Background: an optimization exercise with open tools, aiming at small area, a short achievable clock period and few clock cycles. Do not read the settings as production practice. The RTL was checked by simulation tests, not by an equivalence proof against the original design. Power and IR drop assume default switching activity.

## run D
## mcl_crcfc
module mcl_crcfc #(
    parameter integer BUF_SIZE  = 64,      
    parameter integer XBUF_SIZE = 56,      
    parameter integer MAXSIZE   = 64,      
    parameter [7:0]   DELIM     = 8'h7C    
) (
    input  wire        clk,
    input  wire        rst,         
    input  wire        bus_req,
    input  wire        bus_we,
    input  wire [13:0] bus_addr,
    input  wire [31:0] bus_wdata,
    output wire        bus_ack,
    output reg  [31:0] bus_rdata
);
Size in the first run: about 7300 cells after synthesis, about 83 I/O pins, ~73000 um^2 of cells after synthesis.
Settings: LEC_CHECK=0, ABC_CLOCK_PERIOD_IN_PS=7000, CAP_MARGIN=20, CORE_MARGIN=2, CORE_UTILIZATION=35, PLACE_DENSITY=0.55, SETUP_SLACK_MARGIN=4.5, SLEW_MARGIN=20; clock period 12.0 ns.
run.sh (not shown) runs the stock make flow with config.mk's settings and CLKGATE_MAP_FILE= SYNTH_SCRIPT=/design/flow/synth_recipe.tcl, a recipe that flattens the netlist after the stock synthesis.
Run D completed; timing, DRC and antenna clean
Testbench counts of run D, summed over its fixed seeds: cycles 31,096.
### run D -> run H
Settings: PLACE_DENSITY changed from 0.55 to 0.6; SETUP_SLACK_MARGIN changed from 4.5 to 4.0; CORE_UTILIZATION changed from 35 to 40.
Findings:
Run H completed end to end with timing, DRC and antenna clean.
Re post-cts hold buffer count: no difference whatsoever between run D and run H.
Worst hold slack ends up higher on run D.
Number of signal-net buffers in the layout (run D / run H): 1.4
In the tables for run H and run D, power after layout reads lower with run H.
Run D reports its cell at the slowest stage of the critical path as o211ai_1 while run H reports a22o_4.
Summary: first-pass GRT wire length, run H better than run D

---

mcl_crcfc, a different RTL version from the one above (not shown whole).
Size in the first run: ~7100 cells after synthesis, roughly 83 I/O pins, roughly 72000 µm² of cells after synthesis.
Design mcl_crcfc, start of the top module:
module mcl_crcfc #(
    parameter integer BUF_SIZE  = 64,      
    parameter integer XBUF_SIZE = 56,      
    parameter integer MAXSIZE   = 64,      
    parameter [7:0]   DELIM     = 8'h7C    
) (
    input  wire        clk,
    input  wire        rst,         
    input  wire        bus_req,
    input  wire        bus_we,
    input  wire [13:0] bus_addr,
    input  wire [31:0] bus_wdata,
    output wire        bus_ack,
    output reg  [31:0] bus_rdata
);
==> flow/config.mk <==
export PLATFORM = sky130hd
export DESIGN_NAME = mcl_crcfc
export DESIGN_NICKNAME = mcl_crcfc
export VERILOG_FILES = /design/flow/design.v
export SDC_FILE = /design/flow/constraint.sdc
export NUM_CORES = 4
export LEC_CHECK = 0
export ABC_CLOCK_PERIOD_IN_PS = 7000
export CAP_MARGIN = 20
export CORE_MARGIN = 2
export CORE_UTILIZATION = 40
export PLACE_DENSITY = 0.6
export SETUP_SLACK_MARGIN = 4.3
export SLEW_MARGIN = 20
export TNS_END_PERCENT = 5
==> flow/constraint.sdc <==
create_clock -name core_clock -period 12.0 [get_ports {clk}]
set_input_delay 2.4000 -clock core_clock [delete_from_list [all_inputs] [get_ports {clk}]]
set_output_delay 2.4000 -clock core_clock [all_outputs]
set_load 0.01 [all_outputs]
Testbench counts at the start, summed over its fixed seeds: cycles 31,096.
Rerun with:
--- a/flow/config.mk
+++ b/flow/config.mk
@@ -12,3 +12,3 @@
 export PLACE_DENSITY = 0.6
-export SETUP_SLACK_MARGIN = 4.3
+export SETUP_SLACK_MARGIN = 4.0
 export SLEW_MARGIN = 20
Effect: The new run went through all stages and came out clean; die area does not change; wire length went up by about 0.5%; first-iteration DRC count went down by about 0.34%; clock skew went up by 11 ps; combinational power is about the same; maximum frequency went down by about 2.3%; hold slack gets better by 5.2 ps; global-route usage went up by 0.31 points; count of clock-buffer cells in the layout went up by 9; total power hardly moves.
Rerun with:
--- a/flow/config.mk
+++ b/flow/config.mk
@@ -12,3 +12,3 @@
 export PLACE_DENSITY = 0.6
-export SETUP_SLACK_MARGIN = 4.0
+export SETUP_SLACK_MARGIN = 3.7
 export SLEW_MARGIN = 20
Effect: The new run finished clean; via count drops by about 1.1%; setup slack is worse by 360 ps; combinational power drops by about 5%.
Rerun with:
--- a/flow/config.mk
+++ b/flow/config.mk
@@ -10,5 +10,5 @@
 export CORE_MARGIN = 2
-export CORE_UTILIZATION = 40
-export PLACE_DENSITY = 0.6
-export SETUP_SLACK_MARGIN = 3.7
+export CORE_UTILIZATION = 45
+export PLACE_DENSITY = 0.65
+export SETUP_SLACK_MARGIN = 4.0
 export SLEW_MARGIN = 20
Setup slack gets better by 270 ps.
Count of clock-buffer cells in the layout decreases by 8.
Cell count decreases by 2.6%.
Hold slack gets worse by 4.0 ps.
Clock skew decreases by 18 ps.
Sequential share of layout area barely changes.
Flip-flop and latch count stays the same.
Final area hardly moves.
Via count increases by 0.58%.

==> static timing again, ports no longer ideal <==
The flow's constraints put no driver on any port. The routed layouts listed below were extracted and timed again, unchanged, in two steps. Step 1: set_driving_cell puts a clkbuf_16 on clk and a buf_2 on each other input, an assumption about the parent block. Step 2 adds t to the input delays and takes it off the output delays; t is the mean of the earliest and latest rising clock arrival at the registers after step 1. Input paths then give back, and output paths get back, about the clock's delay inside the block. Slacks: ideal / step 1 / step 2; pairs: ideal / step 1.
run	t (ns)	setup WS [ns]	hold WS [ns]	worst setup path after step 2
run D	0.935	4.008 / 3.922 / 3.267	0.500 / 0.500 / 0.500	input to register
run H	0.932	3.933 / 3.840 / 3.107	0.496 / 0.496 / 0.496	input to register
the first run of note 2	0.904	4.037 / 3.834 / 3.082	0.474 / 0.474 / 0.474	input to register
the second run of note 2	0.901	3.851 / 3.711 / 3.010	0.480 / 0.480 / 0.480	input to register
the third run of note 2	0.922	3.493 / 3.407 / 2.632	0.487 / 0.487 / 0.487	input to register
the fourth run of note 2	0.888	3.764 / 3.675 / 2.832	0.483 / 0.483 / 0.483	input to register
After both steps setup and hold are still met in every run listed. The setup slack of the first run of note 2, which loses most, moves by -0.203 ns with the drivers and by -0.955 ns with both steps.
